What follows belongs to an exercise in optimizing a design on an open flow for small area; a production flow would make more cautious choices.
In this exercise RTL edits were held to simulation tests only and were not proved equivalent to the original.
The clock port is modelled as an ideal driver, which makes a skipped or thinned clock tree look cheaper than it is; a real chip needs a root buffer or a tree.
Power is estimated from default activity; no workload was simulated.

// fan_core
module fan_core (
  input  wire       clk,
  input  wire       rst,           
  input  wire       tick_us,       
  input  wire       ow_in,         
  output wire       ow_pull_low,   
  output reg        pwm_we,        
  output wire [7:0] pwm_raw,       
  output reg        st_presence,
  output reg        st_pos,
  output reg  [6:0] st_temp,
  output wire [2:0] st_idx
);
==> flow/config.mk <==
export PLATFORM = sky130hd
export DESIGN_NAME = fan_core
export DESIGN_NICKNAME = fan_core
export VERILOG_FILES = /design/flow/design.v
export SDC_FILE = /design/flow/constraint.sdc
export NUM_CORES = 4
export LEC_CHECK = 0
export CAP_MARGIN = 0
export CORE_MARGIN = 2
export CORE_UTILIZATION = 40
export GPL_TIMING_DRIVEN = 0
export SLEW_MARGIN = 0
==> flow/constraint.sdc <==
create_clock -name core_clock -period 10.0 [get_ports {clk}]
set_input_delay 2.0000 -clock core_clock [delete_from_list [all_inputs] [get_ports {clk}]]
set_output_delay 2.0000 -clock core_clock [all_outputs]
set_load 0.01 [all_outputs]
standard.sh (not shown) runs the stock make flow with config.mk's settings and CLKGATE_MAP_FILE= SYNTH_SCRIPT=/design/flow/synth_recipe.tcl, a recipe that flattens the netlist after the stock synthesis.
==> flow/flow/run.sh <==
#!/bin/bash
# Layout flow: the standard synthesis, then an area-driven re-mapping of
# the combinational logic only (every register kept as synthesis made it,
# same names and cell types), then the standard ORFS layout with small port
# buffers and a two-buffer clock tree. Each tool writes its full output to a
# log file here.
set -euo pipefail
R=orfs/results/sky130hd/fan_core/base
YOSYS=${YOSYS_EXE:-yosys}

bash standard.sh synth > log_1_synth.txt 2>&1
cp $R/1_2_yosys.v synth_standard.v

# Re-map the combinational cells for area with ABC's deepsyn. Each round
# starts from the smallest netlist so far and runs four jobs at once: two
# random seeds, each mapped with amap (area.abc) and with &nf (area_nf.abc);
# registers are black boxes throughout.
LIB=$FLOW_HOME/platforms/sky130hd/lib/sky130_fd_sc_hd__tt_025C_1v80.lib
DU=$(sed -n '/^export DONT_USE_CELLS/,/^#/p' $FLOW_HOME/platforms/sky130hd/config.mk \
     | grep -o 'sky130_fd_sc_hd__[a-z0-9_]*' | sed 's/^/-dont_use /' | tr '\n' ' ')
FFS=$(grep -o '^ *sky130_fd_sc_hd__[a-z0-9_]*' synth_standard.v | sort -u | tr -d ' ' \
      | grep -E '__(e|s|se)?df|__dl' | tr '\n' ' ')
BEST_V=synth_standard.v
BEST_A=1000000000
for RND in $(seq 1 30); do
  for S in 1 2 3 4; do
    T=r${RND}_s$S
    if [ $S -le 2 ]; then SC=flow/area.abc; else SC=flow/area_nf.abc; fi
    sed "s/-S [0-9]*/-S $(( (RND * 2 + (S - 1) % 2) % 100 ))/" $SC > area_$T.abc
    cat > reopt_$T.ys <<EOS
read_liberty -overwrite -ignore_miss_func $LIB
blackbox $FFS
read_verilog $BEST_V
hierarchy -top $FLOW_TOP
flatten
opt -full
abc -script $(pwd)/area_$T.abc -liberty $LIB $DU
opt_clean -purge
tee -o stat_$T.txt stat -liberty $LIB
write_verilog -noattr -noexpr synth_reopt_$T.v
EOS
    $YOSYS -s reopt_$T.ys > log_1_reopt_$T.txt 2>&1 &
  done
  wait
  for S in 1 2 3 4; do
    T=r${RND}_s$S
    a=$(grep 'Chip area' stat_$T.txt | grep -o '[0-9.]*$' || true)
    if [ -n "$a" ] && [ -s synth_reopt_$T.v ] && python3 -c "import sys; sys.exit(0 if $a < $BEST_A else 1)"; then
      BEST_A=$a; BEST_V=synth_reopt_$T.v
    fi
  done
  echo "round $RND: smallest so far $BEST_A in $BEST_V" >> log_1_pick.txt
done
cp $BEST_V $R/1_2_yosys.v
touch $R/1_2_yosys.v
rm -f $R/1_synth.odb $R/1_synth.sdc

export BUFFER_PORTS_ARGS="-buffer_cell sky130_fd_sc_hd__buf_1"
export FLOW_CLK=clk ONE_CLKBUF=sky130_fd_sc_hd__clkbuf_8 ONE_CLKN=2
export PRE_CTS_TCL=$(pwd)/flow/cts_one.tcl
bash standard.sh > log_2_layout.txt 2>&1
==> flow/flow/area.abc <==
strash
&get -n
&deepsyn -T 25 -S 2
&put
dch -f
amap
strash
dch -f
amap
==> flow/flow/area_nf.abc <==
strash
&get -n
&deepsyn -T 25 -S 2
&dch -f
&nf -R 1000 -p
&put
Other scripts of this flow, unchanged in this note and not shown: flow/flow/cts_one.tcl
Change:
==> flow/flow/run.sh (replaced) <==
#!/bin/bash
# Layout flow: the standard synthesis, then an area-driven re-mapping of
# the combinational logic only (every register kept as synthesis made it,
# same names and cell types), then the standard ORFS layout with small port
# buffers and a clock tree without dummy loads. Each tool writes its full
# output to a log file here.
set -euo pipefail
R=orfs/results/sky130hd/fan_core/base
YOSYS=${YOSYS_EXE:-yosys}

bash standard.sh synth > log_1_synth.txt 2>&1
cp $R/1_2_yosys.v synth_standard.v

# Re-map the combinational cells for area, from eight random seeds of ABC's
# deepsyn (four at a time), and keep the smallest result. Registers are black boxes here.
LIB=$FLOW_HOME/platforms/sky130hd/lib/sky130_fd_sc_hd__tt_025C_1v80.lib
DU=$(sed -n '/^export DONT_USE_CELLS/,/^#/p' $FLOW_HOME/platforms/sky130hd/config.mk \
     | grep -o 'sky130_fd_sc_hd__[a-z0-9_]*' | sed 's/^/-dont_use /' | tr '\n' ' ')
FFS=$(grep -o '^ *sky130_fd_sc_hd__[a-z0-9_]*' synth_standard.v | sort -u | tr -d ' ' \
      | grep -E '__(e|s|se)?df|__dl' | tr '\n' ' ')
for S in 1 2 3 4 5 6 7 8; do
  sed "s/-S [0-9]*/-S $S/" flow/area.abc > area_$S.abc
  cat > reopt_$S.ys <<EOS
read_liberty -overwrite -ignore_miss_func $LIB
blackbox $FFS
read_verilog synth_standard.v
hierarchy -top $FLOW_TOP
flatten
opt -full
abc -script $(pwd)/area_$S.abc -liberty $LIB $DU
opt_clean -purge
tee -o stat_$S.txt stat -liberty $LIB
write_verilog -noattr -noexpr synth_reopt_$S.v
EOS
  $YOSYS -s reopt_$S.ys > log_1_reopt_$S.txt 2>&1 &
  if [ $S = 4 ]; then wait; fi
done
wait
BEST=$(for S in 1 2 3 4 5 6 7 8; do
  a=$(grep 'Chip area' stat_$S.txt | grep -o '[0-9.]*$' || true)
  [ -n "$a" ] && [ -s synth_reopt_$S.v ] && echo "$a $S"
done | sort -g | head -1 | cut -d' ' -f2)
echo "smallest re-mapping: seed $BEST" > log_1_pick.txt
cp synth_reopt_$BEST.v $R/1_2_yosys.v
touch $R/1_2_yosys.v
rm -f $R/1_synth.odb $R/1_synth.sdc

export BUFFER_PORTS_ARGS="-buffer_cell sky130_fd_sc_hd__buf_1"
export FLOW_CLK=clk ONE_CLKBUF=sky130_fd_sc_hd__clkbuf_8 ONE_CLKN=2
export PRE_CTS_TCL=$(pwd)/flow/cts_one.tcl
bash standard.sh > log_2_layout.txt 2>&1
==> flow/flow/area.abc (replaced) <==
strash
&get -n
&deepsyn -T 30 -S 2
&put
dch -f
amap
strash
dch -f
amap
- GPL_TIMING_DRIVEN: 0 -> not set
removed: flow/flow/area_nf.abc
=>
- via count went up by a few percent
- sequential share of layout area goes down by 1.3 points
- hold slack gets better by 7.0 ps
- worst setup slack loses 150 ps
- global-route usage increases by 1.0 points
- sequential cell count stays the same
Change:
--- a/flow/flow/run.sh
+++ b/flow/flow/run.sh
@@ -5,2 +5,2 @@
-# buffers and a clock tree without dummy loads. Each tool writes its full
-# output to a log file here.
+# buffers and a two-buffer clock tree. Each tool writes its full output to a
+# log file here.
@@ -14,2 +14,4 @@
-# Re-map the combinational cells for area, from eight random seeds of ABC's
-# deepsyn (four at a time), and keep the smallest result. Registers are black boxes here.
+# Re-map the combinational cells for area with ABC's deepsyn. Each round
+# starts from the smallest netlist so far and runs four jobs at once: two
+# random seeds, each mapped with amap (area.abc) and with &nf (area_nf.abc);
+# registers are black boxes throughout.
@@ -21,3 +23,8 @@
-for S in 1 2 3 4 5 6 7 8; do
-  sed "s/-S [0-9]*/-S $S/" flow/area.abc > area_$S.abc
-  cat > reopt_$S.ys <<EOS
+BEST_V=synth_standard.v
+BEST_A=1000000000
+for RND in 1 2 3 4 5 6; do
+  for S in 1 2 3 4; do
+    T=r${RND}_s$S
+    if [ $S -le 2 ]; then SC=flow/area.abc; else SC=flow/area_nf.abc; fi
+    sed "s/-S [0-9]*/-S $((RND * 10 + (S - 1) % 2 + 1))/" $SC > area_$T.abc
+    cat > reopt_$T.ys <<EOS
@@ -26 +33 @@
-read_verilog synth_standard.v
+read_verilog $BEST_V
@@ -30 +37 @@
-abc -script $(pwd)/area_$S.abc -liberty $LIB $DU
+abc -script $(pwd)/area_$T.abc -liberty $LIB $DU
@@ -32,2 +39,2 @@
-tee -o stat_$S.txt stat -liberty $LIB
-write_verilog -noattr -noexpr synth_reopt_$S.v
+tee -o stat_$T.txt stat -liberty $LIB
+write_verilog -noattr -noexpr synth_reopt_$T.v
@@ -35,2 +42,11 @@
-  $YOSYS -s reopt_$S.ys > log_1_reopt_$S.txt 2>&1 &
-  if [ $S = 4 ]; then wait; fi
+    $YOSYS -s reopt_$T.ys > log_1_reopt_$T.txt 2>&1 &
+  done
+  wait
+  for S in 1 2 3 4; do
+    T=r${RND}_s$S
+    a=$(grep 'Chip area' stat_$T.txt | grep -o '[0-9.]*$' || true)
+    if [ -n "$a" ] && [ -s synth_reopt_$T.v ] && python3 -c "import sys; sys.exit(0 if $a < $BEST_A else 1)"; then
+      BEST_A=$a; BEST_V=synth_reopt_$T.v
+    fi
+  done
+  echo "round $RND: smallest so far $BEST_A in $BEST_V" >> log_1_pick.txt
@@ -38,7 +54 @@
-wait
-BEST=$(for S in 1 2 3 4 5 6 7 8; do
-  a=$(grep 'Chip area' stat_$S.txt | grep -o '[0-9.]*$' || true)
-  [ -n "$a" ] && [ -s synth_reopt_$S.v ] && echo "$a $S"
-done | sort -g | head -1 | cut -d' ' -f2)
-echo "smallest re-mapping: seed $BEST" > log_1_pick.txt
-cp synth_reopt_$BEST.v $R/1_2_yosys.v
+cp $BEST_V $R/1_2_yosys.v
==> flow/flow/area_nf.abc (new file) <==
strash
&get -n
&deepsyn -T 30 -S 2
&dch -f
&nf -R 1000 -p
&put
- GPL_TIMING_DRIVEN: not set -> 0
The changed run completed without violations.
Wire length fell by 6.0%.
Sequential cell count is unchanged.
Global-route usage came out lower by 1.5 points.
Cell count fell by 6.5%.
Maximum frequency is higher by 3.0%.
Total power came out higher by 4.5%.
Combinational power goes up by 140%.
Clock power stays flat.
In every run of this note, the design's own scripts or RTL, not TritonCTS, make the clock network.

static timing again, ports no longer ideal:
No port has a modelled driver above. Below, the same layouts with a new extraction and two added sets of constraints.
Step 1: set_driving_cell puts a clkbuf_16 on clk and a buf_2 on each other input, an assumption about the parent block.
Step 2, shift: input delay + t, output delay - t, t = (earliest + latest rising clock arrival at the registers) / 2. This alone moves slack from input paths to output paths.
a / b / c = no drivers / after step 1 / after step 2; a / b = the first two.
run | shift t [ns] | setup slack, ns | slew at the worst register clock pin (ns) | worst slew at a driven data input, ns
the first run | 0.187 | 5.822 / 5.787 / 5.883 | 0.10 / 0.10 | 0.03
the second run | 0.190 | 5.674 / 5.641 / 5.831 | 0.11 / 0.11 | 0.03
the third run | 0.189 | 5.801 / 5.768 / 5.957 | 0.11 / 0.11 | 0.03
After both steps every run listed still meets setup and hold.
